Source: an optimization exercise on an open RTL-to-GDS flow (aim: small area, a short achievable clock period and few clock cycles). Production flows keep margins and buffers that such runs may drop.
Only simulation tests tie the RTL to the original design; equivalence was not proved.

==> run a <==
Design vrd, start of the top module:
module vrd (
    input  wire        clk,
    input  wire        rst,           
    input  wire        cmd_valid,
    output wire        cmd_ready,
    input  wire [35:0] cmd_word,
    output wire        rsp_valid,
    input  wire        rsp_ready,
    output wire [35:0] rsp_word,
    output wire        irq,
    output wire        sym_req,
    output wire [1:0]  sym_class,
    output wire        sym_regime,
    input  wire        sym_ack,
    input  wire [3:0]  sym_data,
    output wire        coef_req,
    output wire [2:0]  coef_cs,
    input  wire        coef_ack,
    input  wire        coef_err,
    input  wire        coef_last,
    input  wire [31:0] coef_skip,
    input  wire [31:0] coef_value,
    output wire        itx_req,
    output wire        itx_op,        
    output wire [2:0]  itx_shape,
    output wire        itx_kind,      
    output wire [5:0]  itx_idx,
    output wire [15:0] itx_coef,
    input  wire        itx_ack,
    input  wire [15:0] itx_res,
    output wire        mem_req,
    output wire        mem_we,
    output wire [31:0] mem_addr,
    output wire [7:0]  mem_wdata,
    input  wire        mem_ack,
    input  wire [7:0]  mem_rdata
);
    localparam [3:0] OP_NOP = 4'd0, OP_SETQ = 4'd1, OP_SETCTX = 4'd2, OP_SETBASE = 4'd3,
                     OP_SETSTRIDE = 4'd4, OP_DECBLK = 4'd5, OP_CLRACC = 4'd6,
                     OP_RDREG = 4'd7, OP_RDBLK = 4'd8, OP_CLRERR = 4'd9;
    localparam [2:0] ST_OK = 3'd0, ST_ILLCMD = 3'd1, ST_UNCFG = 3'd2, ST_QZERO = 3'd3,
                     ST_STREAM = 3'd4, ST_REFUSED = 3'd5;
    localparam [2:0] SH_FULL = 3'd0, SH_PAIR8x4 = 3'd3, SH_PAIR4x8 = 3'd6, SH_QUAD = 3'd7;
    reg [7:0]  q_mquant;
    reg        q_halfqp;
  ...
make LEC_CHECK=0 CAP_MARGIN=20 CORE_MARGIN=2 CORE_UTILIZATION=40 SETUP_SLACK_MARGIN=5 SLEW_MARGIN=20 SYNTH_MEMORY_MAX_BITS=16384 finish   # period 10.0 ns
run.sh (not shown) runs the stock make flow with config.mk's settings and CLKGATE_MAP_FILE= SYNTH_SCRIPT=/design/flow/synth_recipe.tcl, a recipe that flattens the netlist after the stock synthesis.
==> run b: changes against run a <==
--- a/flow/design.v
+++ b/flow/design.v
@@ -225,22 +225,24 @@
     reg [6:0]  placed0, placed1, placed2, placed3;
     reg        err;
     reg [2:0]  errcode;
     reg [1:0]  errsub;
     reg [31:0] cmdcnt;
     reg [7:0]  quant;
     reg        scale0;         
-    reg [15:0] blk [0:63];
-    reg [63:0] bval;           
+    wire [1023:0] blkq;        
     reg        crdy;           
     reg        st_exec;        
     reg [3:0]  op;
     reg [10:0] cd;             
     reg        cd_hi;          
-    reg        st_sym, st_pull, st_bub1, st_bub2, st_fin, fin_err;
+    reg        st_sym, st_pull, st_nsub, st_bub1, st_bub2, st_fin, fin_err, st_rdblk;
+    reg        clr_pend;       
+    reg        fin_ttout;      
+    reg [2:0]  fin_n;          
     reg        r_itx, r_itxop, r_mem, r_memwe;
     reg [1:0]  r_class;
     reg [2:0]  wshape;
     reg [3:0]  wsubpat;
     reg [1:0]  k;
     reg [6:0]  cur;
     reg [5:0]  pidx;           
@@ -265,16 +267,14 @@
     wire st_beat = r_itx & ~r_itxop;
     wire st_res  = r_itx &  r_itxop;
     wire st_mrd  = r_mem & ~r_memwe;
     wire st_mwr  = r_mem &  r_memwe;
     wire d_noshape = cd[3];
     wire d_first   = cd[4];
     wire d_skipblk = cd[5];
-    wire d_ttout   = cd[6];
-    wire [2:0] d_n = cd[10:8];
     assign cmd_ready  = crdy;
     assign rsp_valid  = r_rspv;
     assign rsp_word   = {1'b0, r_rsp};
     assign irq        = err;
     assign sym_req    = st_sym;
     assign sym_class  = r_class;
     assign sym_regime = c_regime;
@@ -432,49 +432,55 @@
     wire [15:0] deq_val = q_pquant ? t_u : (t_u[15] ? t_m : t_p);
     wire [63:0] rd_hot = 64'd1 << rsel;
     reg  [15:0] rd_raw;
     integer i;
     always @(*) begin
         rd_raw = 16'd0;
         for (i = 0; i < 64; i = i + 1)
-            rd_raw = rd_raw | (blk[i] & {16{rd_hot[i] & bval[i]}});
+            rd_raw = rd_raw | (blkq[16*i +: 16] & {16{rd_hot[i]}});
     end
     wire [15:0] rd_val = (we1 && cell1 == rsel) ? deq_val : rd_raw;
     wire        y0b = (wshape == SH_PAIR8x4 & k[0]) | (wshape == SH_QUAD & k[1]);
     wire        x0b = wshape[2] & k[0];
     wire [31:0] add_a = (astep == 2'd1) ? dstbase : r_nrow;
     wire [31:0] add_b = (astep == 2'd1) ? {29'd0, x0b, 2'b00} :
                         (astep == 2'd2) ? {dststride[29:0], 2'b00} : dststride;
     wire [31:0] nrow_next = add_a + add_b;
     wire [31:0] addr_inc  = r_addr + 32'd1;
     wire        res_hi = ~itx_res[15] & ((|itx_res[14:8]) | (&itx_res[7:0]));
     wire        res_lo =  itx_res[15] & ~((&itx_res[14:8]) & (|itx_res[7:0]));
     wire [8:0]  res_sat = res_hi ? 9'd255 : res_lo ? 9'h101 : itx_res[8:0];
     wire [9:0]  pix_sum = {2'b00, mem_rdata} + {r_res[8], r_res};
     wire [7:0]  pix_new = pix_sum[9] ? 8'd0 : pix_sum[8] ? 8'd255 : pix_sum[7:0];
-    always @(posedge clk) begin
-        if (we1)
-            blk[cell1] <= deq_val;
-    end
-    wire blk_clear = st_exec & ~r_rspv & ~refused & ~illegal & dec_go;
-    always @(posedge clk) begin
-        if (blk_clear)
-            bval <= 64'd0;
-        else if (we1)
-            bval[cell1] <= 1'b1;
-    end
+    wire        blk_clear = clr_pend;
+    wire [15:0] wbus      = deq_val & {16{~blk_clear}};
+    reg  [15:0] blk [0:63];
+    genvar gc;
+    generate
+        for (gc = 0; gc < 64; gc = gc + 1) begin : g_cell
+            wire we_c = blk_clear | (we1 & (cell1 == gc));
+            always @(posedge clk)
+                if (we_c)
+                    blk[gc] <= wbus;
+            assign blkq[16*gc +: 16] = blk[gc];
+        end
+    endgenerate
     always @(posedge clk) begin
         v0    <= coef_value[15:0];
         pos0  <= cur_sum[5:0];
         k0    <= k;
         cell1 <= place_cell;
         s1    <= l4a[31:16];
         c1    <= l4a[15:0];
     end
-    wire finish_ok = st_mwr & mem_ack & last_idx & ~has_nxt;
+    wire slot_free  = ~r_rspv | rsp_ready;
+    wire dec_active = st_sym | st_pull | st_nsub | st_bub1 | st_bub2 | st_fin | r_itx | r_mem;
+    wire exec_go    = st_exec & ~dec_active & slot_free;
+    wire last_wr    = st_mwr & mem_ack & last_idx & ~has_nxt;
+    wire finish_ok  = last_wr & slot_free;
     always @(posedge clk) begin
         if (rst) begin
             q_mquant  <= 8'd0;
             q_halfqp  <= 1'b0;
             q_pquant  <= 1'b0;
             c_regime  <= 1'b0;
             c_cs      <= 3'd0;
@@ -497,14 +503,17 @@
             cmdcnt    <= 32'd0;
             quant     <= 8'd0;
             scale0    <= 1'b0;
             crdy      <= 1'b1;
             st_exec   <= 1'b0;
             st_sym    <= 1'b0;
             st_pull   <= 1'b0;
+            st_nsub   <= 1'b0;
+            st_rdblk  <= 1'b0;
+            clr_pend  <= 1'b0;
             st_bub1   <= 1'b0;
             st_bub2   <= 1'b0;
             st_fin    <= 1'b0;
             astep     <= 2'd0;
             r_itx     <= 1'b0;
             r_mem     <= 1'b0;
             r_rspv    <= 1'b0;
@@ -535,15 +544,16 @@
                     cfgv[2] <= 1'b1;
                 end
                 if (cmd_word[35:32] == OP_SETSTRIDE && !err) begin
                     dststride <= cmd_word[31:0];
                     cfgv[3]   <= 1'b1;
                 end
             end
-            if (st_exec && !r_rspv) begin
+            clr_pend <= exec_go & ~refused & ~illegal & dec_go;
+            if (exec_go) begin
                 st_exec <= 1'b0;
                 if (refused) begin
                     r_rspv <= 1'b1;
                     r_rsp  <= {ST_REFUSED, reg_status};
                     crdy   <= 1'b1;
                 end else if (illegal) begin
                     r_rspv <= 1'b1;
@@ -576,14 +586,16 @@
                         placed1   <= 7'd0;
                         placed2   <= 7'd0;
                         placed3   <= 7'd0;
                         res_valid <= 1'b0;
                         quant     <= q_mquant[7] ? (~q_mquant + 8'd1) : q_mquant;
                         scale0    <= ~q_mquant[7] & q_halfqp;
                         cur       <= 7'd0;
+                        fin_ttout <= cd[6];
+                        fin_n     <= cd[10:8];
                         fin_err   <= 1'b0;
                         wshape    <= norm_shape(cd[2:0]);
                         if (d_noshape) begin
                             st_sym  <= 1'b1;
                             r_class <= 2'd0;
                         end else begin
                             case (cd[2:0])
@@ -609,14 +621,17 @@
                                     wsubpat <= 4'b0001;
                                     k       <= 2'd0;
                                     st_pull <= 1'b1;
                                 end
                             endcase
                         end
                     end
+                end else if (op == OP_RDBLK) begin
+                    r_coef   <= rd_raw;
+                    st_rdblk <= 1'b1;
                 end else begin
                     r_rspv <= 1'b1;
                     crdy   <= 1'b1;
                     cmdcnt <= cmdcnt + 32'd1;
                     r_rsp  <= {ST_OK, 32'd0};
                     case (op)
                         OP_SETQ: begin
@@ -630,24 +645,30 @@
                             c_cs     <= cd[3:1];
                             c_patf   <= cd[4];
                             c_resred <= cd[5];
                             cfgv[1]  <= 1'b1;
                         end
                         OP_CLRACC: ttacc3 <= 24'd0;
                         OP_RDREG:  r_rsp <= {ST_OK, regval};
-                        OP_RDBLK:  r_rsp <= {ST_OK, {16{rd_raw[15]}}, rd_raw};
                         OP_CLRERR: begin
                             err     <= 1'b0;
                             errcode <= 3'd0;
                             errsub  <= 2'd0;
                         end
                         default: ;
                     endcase
                 end
             end
+            if (st_rdblk) begin
+                st_rdblk <= 1'b0;
+                r_rspv   <= 1'b1;
+                crdy     <= 1'b1;
+                cmdcnt   <= cmdcnt + 32'd1;
+                r_rsp    <= {ST_OK, {16{r_coef[15]}}, r_coef};
+            end
             if (st_sym && sym_ack) begin
                 case (r_class)
                     2'd0: begin
                         wshape <= norm_shape(sym_data[2:0]);
                         if (sym_data[2:0] == 3'd0) begin
                             wsubpat <= 4'd0;
                             k       <= 2'd0;
@@ -681,33 +702,38 @@
                         wsubpat <= (sym_data[1:0] == 2'd0) ? 4'd0 : {2'd0, sym_data[1:0] ^ 2'b11};
                         st_sym  <= 1'b0;
                         st_pull <= 1'b1;
                         k       <= (sym_data[1:0] == 2'd1) ? 2'd1 : 2'd0;
                     end
                 endcase
             end
+            if (st_pull) begin
+                rsel <= cell_of(wshape, k, 6'd0);
+            end
             if (st_pull && coef_ack) begin
-                cur <= cur_sum[6:0] + 7'd1;
+                cur   <= cur_sum[6:0] + 7'd1;
+                astep <= 2'd1;
                 if (coef_err) begin
                     st_pull <= 1'b0;
                     st_fin  <= 1'b1;
                     fin_err <= 1'b1;
                 end else if (sub_end) begin
-                    if (!d_skipblk) begin
-                        st_pull <= 1'b0;
-                        st_bub1 <= 1'b1;
-                        astep   <= 2'd1;
-                        rsel    <= cell_of(wshape, k, 6'd0);
-                    end else if (has_nxt) begin
-                        k   <= nxt_k;
-                        cur <= 7'd0;
-                    end else begin
-                        st_pull <= 1'b0;
-                        st_fin  <= 1'b1;
-                    end
+                    st_pull <= 1'b0;
+                    st_bub1 <= ~d_skipblk;
+                    st_nsub <= d_skipblk;
+                end
+            end
+            if (st_nsub) begin
+                st_nsub <= 1'b0;
+                if (has_nxt) begin
+                    k       <= nxt_k;
+                    cur     <= 7'd0;
+                    st_pull <= 1'b1;
+                end else begin
+                    st_fin  <= 1'b1;
                 end
             end
             if (astep == 2'd1) begin
                 r_nrow <= nrow_next;
                 astep  <= 2'd2;
             end
             if (astep == 2'd2) begin
@@ -719,15 +745,24 @@
                 r_addr <= r_nrow;
                 r_nrow <= nrow_next;
                 lcol   <= 1'b0;
                 astep  <= 2'd0;
             end
             if (st_bub1) begin
                 st_bub1 <= 1'b0;
-                st_bub2 <= 1'b1;
+                if (we0 && pos0 == 6'd0) begin
+                    st_bub2 <= 1'b1;
+                end else begin
+                    r_kind  <= we0 ? (placed_k == 7'd0) : (placed_k == 7'd1);
+                    r_itx   <= 1'b1;
+                    r_itxop <= 1'b0;
+                    pidx    <= 6'd0;
+                    r_coef  <= rd_val;
+                    rsel    <= cell_of(wshape, k, 6'd1);
+                end
             end
             if (st_bub2) begin
                 st_bub2 <= 1'b0;
                 r_kind  <= (placed_k == 7'd1);
                 r_itx   <= 1'b1;
                 r_itxop <= 1'b0;
                 pidx    <= 6'd0;
@@ -749,14 +784,16 @@
                 r_mem   <= 1'b1;
                 r_memwe <= 1'b0;
                 r_res   <= res_sat;
             end
             if (st_mrd && mem_ack) begin
                 r_memwe <= 1'b1;
                 r_wdata <= pix_new;
+                if (last_idx && !has_nxt)
+                    crdy <= 1'b1;
             end
             if (st_mwr && mem_ack) begin
                 r_mem <= 1'b0;
                 if (!last_idx) begin
                     pidx  <= pidx_inc;
                     lcol  <= inc_last_col;
                     r_itx <= 1'b1;
@@ -768,28 +805,30 @@
                     end
                 end else if (has_nxt) begin
                     k       <= nxt_k;
                     cur     <= 7'd0;
                     st_pull <= 1'b1;
                 end
             end
-            if (finish_ok || (st_fin && !fin_err && !we0 && !we1)) begin
+            if (last_wr && !slot_free)
+                st_fin <= 1'b1;
+            if (finish_ok || (st_fin && !fin_err && !we0 && !we1 && slot_free)) begin
                 st_fin    <= 1'b0;
                 r_rspv    <= 1'b1;
-                crdy      <= 1'b1;
+                crdy      <= ~(st_exec | (crdy & cmd_valid));
                 res_valid <= 1'b1;
                 cmdcnt    <= cmdcnt + 32'd1;
                 r_rsp     <= {ST_OK, 16'd0, 1'b1, wsubpat, wshape, 4'd0, pat};
-                if (d_ttout)
-                    ttacc3 <= ttacc3 | ({21'd0, wshape} << (d_n * 3));
+                if (fin_ttout)
+                    ttacc3 <= ttacc3 | ({21'd0, wshape} << (fin_n * 3));
             end
-            if (st_fin && fin_err && !we0 && !we1) begin
+            if (st_fin && fin_err && !we0 && !we1 && slot_free) begin
                 st_fin <= 1'b0;
                 r_rspv <= 1'b1;
-                crdy   <= 1'b1;
+                crdy   <= ~(st_exec | (crdy & cmd_valid));
                 if (!err) begin
                     err     <= 1'b1;
                     errcode <= ST_STREAM;
                     errsub  <= k;
                     r_rsp   <= {ST_STREAM, 16'd0, cfgv, 2'd0, k, 1'b0, ST_STREAM, 3'd0, 1'b1};
                 end else begin
                     r_rsp   <= {ST_STREAM, reg_status};
==> flow/flow/run.sh (new file) <==
#!/bin/bash
# Layout flow: the standard flow (standard.sh, unchanged synthesis and
# steps) with two changes to how the layout is optimised:
#  - the setup repair aims for 6.6 ns of slack instead of stopping at 0, and
#  - the port buffers are plain buffers (buf_1) instead of delay cells.
# Clock-tree clustering comes from config.mk. Every tool's output is kept:
# make's in make_finish.log, and each ORFS step's in orfs/logs.
set -euo pipefail
bash standard.sh SETUP_SLACK_MARGIN=6.6 "BUFFER_PORTS_ARGS=-buffer_cell sky130_fd_sc_hd__buf_1" finish > make_finish.log 2>&1
==> flow/standard.sh (new file) <==
#!/bin/bash
# synth_recipe.tcl (not shown) runs the flow's synth.tcl, then flattens the netlist and writes it again
# the make line also repeats each setting of config.mk as NAME=value (left out here)
make -C /OpenROAD-flow-scripts/flow DESIGN_CONFIG=/design/flow/config.mk WORK_HOME=/design/flow/orfs CLKGATE_MAP_FILE= SYNTH_SCRIPT=/design/flow/synth_recipe.tcl "${@:-finish}"
CTS_CLUSTER_DIAMETER = 60   (was default)
CTS_CLUSTER_SIZE = 30   (was default)
SETUP_SLACK_MARGIN = default   (was 5)
removed: flow/run.sh
==> run c: changes against run a <==
--- a/flow/design.v
+++ b/flow/design.v
@@ -225,22 +225,21 @@
     reg [6:0]  placed0, placed1, placed2, placed3;
     reg        err;
     reg [2:0]  errcode;
     reg [1:0]  errsub;
     reg [31:0] cmdcnt;
     reg [7:0]  quant;
     reg        scale0;         
-    reg [15:0] blk [0:63];
-    reg [63:0] bval;           
+    wire [1023:0] blkq;        
     reg        crdy;           
     reg        st_exec;        
     reg [3:0]  op;
     reg [10:0] cd;             
     reg        cd_hi;          
-    reg        st_sym, st_pull, st_bub1, st_bub2, st_fin, fin_err;
+    reg        st_sym, st_pull, st_nsub, st_bub1, st_bub2, st_fin, fin_err, st_rdblk;
     reg        r_itx, r_itxop, r_mem, r_memwe;
     reg [1:0]  r_class;
     reg [2:0]  wshape;
     reg [3:0]  wsubpat;
     reg [1:0]  k;
     reg [6:0]  cur;
     reg [5:0]  pidx;           
@@ -432,40 +431,42 @@
     wire [15:0] deq_val = q_pquant ? t_u : (t_u[15] ? t_m : t_p);
     wire [63:0] rd_hot = 64'd1 << rsel;
     reg  [15:0] rd_raw;
     integer i;
     always @(*) begin
         rd_raw = 16'd0;
         for (i = 0; i < 64; i = i + 1)
-            rd_raw = rd_raw | (blk[i] & {16{rd_hot[i] & bval[i]}});
+            rd_raw = rd_raw | (blkq[16*i +: 16] & {16{rd_hot[i]}});
     end
     wire [15:0] rd_val = (we1 && cell1 == rsel) ? deq_val : rd_raw;
     wire        y0b = (wshape == SH_PAIR8x4 & k[0]) | (wshape == SH_QUAD & k[1]);
     wire        x0b = wshape[2] & k[0];
     wire [31:0] add_a = (astep == 2'd1) ? dstbase : r_nrow;
     wire [31:0] add_b = (astep == 2'd1) ? {29'd0, x0b, 2'b00} :
                         (astep == 2'd2) ? {dststride[29:0], 2'b00} : dststride;
     wire [31:0] nrow_next = add_a + add_b;
     wire [31:0] addr_inc  = r_addr + 32'd1;
     wire        res_hi = ~itx_res[15] & ((|itx_res[14:8]) | (&itx_res[7:0]));
     wire        res_lo =  itx_res[15] & ~((&itx_res[14:8]) & (|itx_res[7:0]));
     wire [8:0]  res_sat = res_hi ? 9'd255 : res_lo ? 9'h101 : itx_res[8:0];
     wire [9:0]  pix_sum = {2'b00, mem_rdata} + {r_res[8], r_res};
     wire [7:0]  pix_new = pix_sum[9] ? 8'd0 : pix_sum[8] ? 8'd255 : pix_sum[7:0];
-    always @(posedge clk) begin
-        if (we1)
-            blk[cell1] <= deq_val;
-    end
-    wire blk_clear = st_exec & ~r_rspv & ~refused & ~illegal & dec_go;
-    always @(posedge clk) begin
-        if (blk_clear)
-            bval <= 64'd0;
-        else if (we1)
-            bval[cell1] <= 1'b1;
-    end
+    wire        blk_clear = st_exec & ~r_rspv & ~refused & ~illegal & dec_go;
+    wire [15:0] wbus      = deq_val & {16{~blk_clear}};
+    reg  [15:0] blk [0:63];
+    genvar gc;
+    generate
+        for (gc = 0; gc < 64; gc = gc + 1) begin : g_cell
+            wire we_c = blk_clear | (we1 & (cell1 == gc));
+            always @(posedge clk)
+                if (we_c)
+                    blk[gc] <= wbus;
+            assign blkq[16*gc +: 16] = blk[gc];
+        end
+    endgenerate
     always @(posedge clk) begin
         v0    <= coef_value[15:0];
         pos0  <= cur_sum[5:0];
         k0    <= k;
         cell1 <= place_cell;
         s1    <= l4a[31:16];
         c1    <= l4a[15:0];
@@ -497,14 +498,16 @@
             cmdcnt    <= 32'd0;
             quant     <= 8'd0;
             scale0    <= 1'b0;
             crdy      <= 1'b1;
             st_exec   <= 1'b0;
             st_sym    <= 1'b0;
             st_pull   <= 1'b0;
+            st_nsub   <= 1'b0;
+            st_rdblk  <= 1'b0;
             st_bub1   <= 1'b0;
             st_bub2   <= 1'b0;
             st_fin    <= 1'b0;
             astep     <= 2'd0;
             r_itx     <= 1'b0;
             r_mem     <= 1'b0;
             r_rspv    <= 1'b0;
@@ -609,14 +612,17 @@
                                     wsubpat <= 4'b0001;
                                     k       <= 2'd0;
                                     st_pull <= 1'b1;
                                 end
                             endcase
                         end
                     end
+                end else if (op == OP_RDBLK) begin
+                    r_coef   <= rd_raw;
+                    st_rdblk <= 1'b1;
                 end else begin
                     r_rspv <= 1'b1;
                     crdy   <= 1'b1;
                     cmdcnt <= cmdcnt + 32'd1;
                     r_rsp  <= {ST_OK, 32'd0};
                     case (op)
                         OP_SETQ: begin
@@ -630,24 +636,30 @@
                             c_cs     <= cd[3:1];
                             c_patf   <= cd[4];
                             c_resred <= cd[5];
                             cfgv[1]  <= 1'b1;
                         end
                         OP_CLRACC: ttacc3 <= 24'd0;
                         OP_RDREG:  r_rsp <= {ST_OK, regval};
-                        OP_RDBLK:  r_rsp <= {ST_OK, {16{rd_raw[15]}}, rd_raw};
                         OP_CLRERR: begin
                             err     <= 1'b0;
                             errcode <= 3'd0;
                             errsub  <= 2'd0;
                         end
                         default: ;
                     endcase
                 end
             end
+            if (st_rdblk) begin
+                st_rdblk <= 1'b0;
+                r_rspv   <= 1'b1;
+                crdy     <= 1'b1;
+                cmdcnt   <= cmdcnt + 32'd1;
+                r_rsp    <= {ST_OK, {16{r_coef[15]}}, r_coef};
+            end
             if (st_sym && sym_ack) begin
                 case (r_class)
                     2'd0: begin
                         wshape <= norm_shape(sym_data[2:0]);
                         if (sym_data[2:0] == 3'd0) begin
                             wsubpat <= 4'd0;
                             k       <= 2'd0;
@@ -681,33 +693,38 @@
                         wsubpat <= (sym_data[1:0] == 2'd0) ? 4'd0 : {2'd0, sym_data[1:0] ^ 2'b11};
                         st_sym  <= 1'b0;
                         st_pull <= 1'b1;
                         k       <= (sym_data[1:0] == 2'd1) ? 2'd1 : 2'd0;
                     end
                 endcase
             end
+            if (st_pull) begin
+                rsel <= cell_of(wshape, k, 6'd0);
+            end
             if (st_pull && coef_ack) begin
-                cur <= cur_sum[6:0] + 7'd1;
+                cur   <= cur_sum[6:0] + 7'd1;
+                astep <= 2'd1;
                 if (coef_err) begin
                     st_pull <= 1'b0;
                     st_fin  <= 1'b1;
                     fin_err <= 1'b1;
                 end else if (sub_end) begin
-                    if (!d_skipblk) begin
-                        st_pull <= 1'b0;
-                        st_bub1 <= 1'b1;
-                        astep   <= 2'd1;
-                        rsel    <= cell_of(wshape, k, 6'd0);
-                    end else if (has_nxt) begin
-                        k   <= nxt_k;
-                        cur <= 7'd0;
-                    end else begin
-                        st_pull <= 1'b0;
-                        st_fin  <= 1'b1;
-                    end
+                    st_pull <= 1'b0;
+                    st_bub1 <= ~d_skipblk;
+                    st_nsub <= d_skipblk;
+                end
+            end
+            if (st_nsub) begin
+                st_nsub <= 1'b0;
+                if (has_nxt) begin
+                    k       <= nxt_k;
+                    cur     <= 7'd0;
+                    st_pull <= 1'b1;
+                end else begin
+                    st_fin  <= 1'b1;
                 end
             end
             if (astep == 2'd1) begin
                 r_nrow <= nrow_next;
                 astep  <= 2'd2;
             end
             if (astep == 2'd2) begin
@@ -719,15 +736,24 @@
                 r_addr <= r_nrow;
                 r_nrow <= nrow_next;
                 lcol   <= 1'b0;
                 astep  <= 2'd0;
             end
             if (st_bub1) begin
                 st_bub1 <= 1'b0;
-                st_bub2 <= 1'b1;
+                if (we0 && pos0 == 6'd0) begin
+                    st_bub2 <= 1'b1;
+                end else begin
+                    r_kind  <= we0 ? (placed_k == 7'd0) : (placed_k == 7'd1);
+                    r_itx   <= 1'b1;
+                    r_itxop <= 1'b0;
+                    pidx    <= 6'd0;
+                    r_coef  <= rd_val;
+                    rsel    <= cell_of(wshape, k, 6'd1);
+                end
             end
             if (st_bub2) begin
                 st_bub2 <= 1'b0;
                 r_kind  <= (placed_k == 7'd1);
                 r_itx   <= 1'b1;
                 r_itxop <= 1'b0;
                 pidx    <= 6'd0;
==> flow/flow/run.sh (new file) <==
#!/bin/bash
# Layout flow: the standard flow (standard.sh, unchanged synthesis and
# steps) with two changes to how the layout is optimised:
#  - the setup repair aims for 6.5 ns of slack instead of stopping at 0, and
#  - the port buffers are plain buffers (buf_2) instead of delay cells.
# Clock-tree clustering comes from config.mk. Every tool's output is kept:
# make's in make_finish.log, and each ORFS step's in orfs/logs.
set -euo pipefail
bash standard.sh SETUP_SLACK_MARGIN=6.5 "BUFFER_PORTS_ARGS=-buffer_cell sky130_fd_sc_hd__buf_2" finish > make_finish.log 2>&1
==> flow/standard.sh (new file) <==
#!/bin/bash
# synth_recipe.tcl (not shown) runs the flow's synth.tcl, then flattens the netlist and writes it again
# the make line also repeats each setting of config.mk as NAME=value (left out here)
make -C /OpenROAD-flow-scripts/flow DESIGN_CONFIG=/design/flow/config.mk WORK_HOME=/design/flow/orfs CLKGATE_MAP_FILE= SYNTH_SCRIPT=/design/flow/synth_recipe.tcl "${@:-finish}"
CORE_UTILIZATION = 55   (was 40)
CTS_CLUSTER_DIAMETER = 60   (was default)
CTS_CLUSTER_SIZE = 30   (was default)
GPL_TIMING_DRIVEN = 1   (was default)
SETUP_SLACK_MARGIN = default   (was 5)
removed: flow/run.sh
==> results.yml <==
cells_and_area:
  buffers: 397
  fillers: 15712
  buffer_area_share_pct: 4.40
timing:
  fin_crit_sh_pct: 50.1
placed_design:
  post-place-ws_ns: 4.22
synth:
  synth_area_per_cell_sq_um: 11.9
  synth-edff-count: 1200
  synth.area.top_cells: "edfxtp_1, dfxtp_1, a22oi_1, a21oi_1, nor2_1"
detailed_routing:
  wl_met1_um: 101000
power_and_ir_drop:
  ir_drop_mv: 0.180
  switching_share_pct: 24.1
status:
  status: "timing/DRC/antenna clean"
worst_setup_path:
  cp_max_fo: 44
  reg2reg_depth: 11
clocking:
  cts-resized-gates: 2
Source of the figures above: run a

==> results.yml <==
timing:
  fin_crit_sh_pct: 38.1
cells_and_area:
  fillers: 8954
  buffer_area_share_pct: 8.42
  buffers: 735
clocking:
  cts-resized-gates: 246
power_and_ir_drop:
  ir_drop_mv: 0.205
  switching_share_pct: 27.4
synth:
  synth.area.top_cells: "edfxtp_1, dfxtp_1, a22oi_1, nand2_1, ha_1"
  synth_area_per_cell_sq_um: 12.1
detailed_routing:
  wl_met1_um: 92700
status:
  status: "timing/DRC/antenna clean"
worst_setup_path:
  cp_max_fo: 12
  reg2reg_depth: 12
Source of the figures above: run c

==> results.yml <==
status:
  status: "timing/DRC/antenna clean"
cells_and_area:
  buffer_area_share_pct: 6.76
  fillers: 14602
power_and_ir_drop:
  ir_drop_mv: 0.154
clocking:
  cts-resized-gates: 366
worst_setup_path:
  cp_max_fo: 1
synth:
  synth-edff-count: 1204
timing:
  fin_crit_sh_pct: 35.9
Source of the figures above: run b

Testbench counts of run a, summed over its fixed seeds: cycles 129,187.
Testbench counts of run b, summed over its fixed seeds: cycles 127,797.
Testbench counts of run c, summed over its fixed seeds: cycles 128,427.

what the ideal ports hide:
Ports are ideal in the flow. The routed layouts listed here were re-timed in OpenROAD. Step 1, drivers: a clkbuf_16 drives clk and a buf_2 each remaining input, both assumed. Step 2, shift: input delay + t, output delay - t, t = (earliest + latest rising clock arrival at the registers) / 2. This alone moves slack from input paths to output paths. Slacks: ideal ports / drivers / drivers and shift; pairs: ideal ports / drivers.
run	shift t [ns]	setup WS [ns]	latest minus earliest clock arrival (ns)
run a	0.867	4.987 / 4.987 / 4.453	0.049 / 0.049
run b	0.861	6.414 / 6.330 / 5.632	0.089 / 0.089
run c	0.859	6.194 / 6.194 / 5.548	0.074 / 0.075
After both steps every run listed still meets setup and hold. The setup slack of run b, which loses most, moves by -0.084 ns with the drivers and by -0.782 ns with both steps.
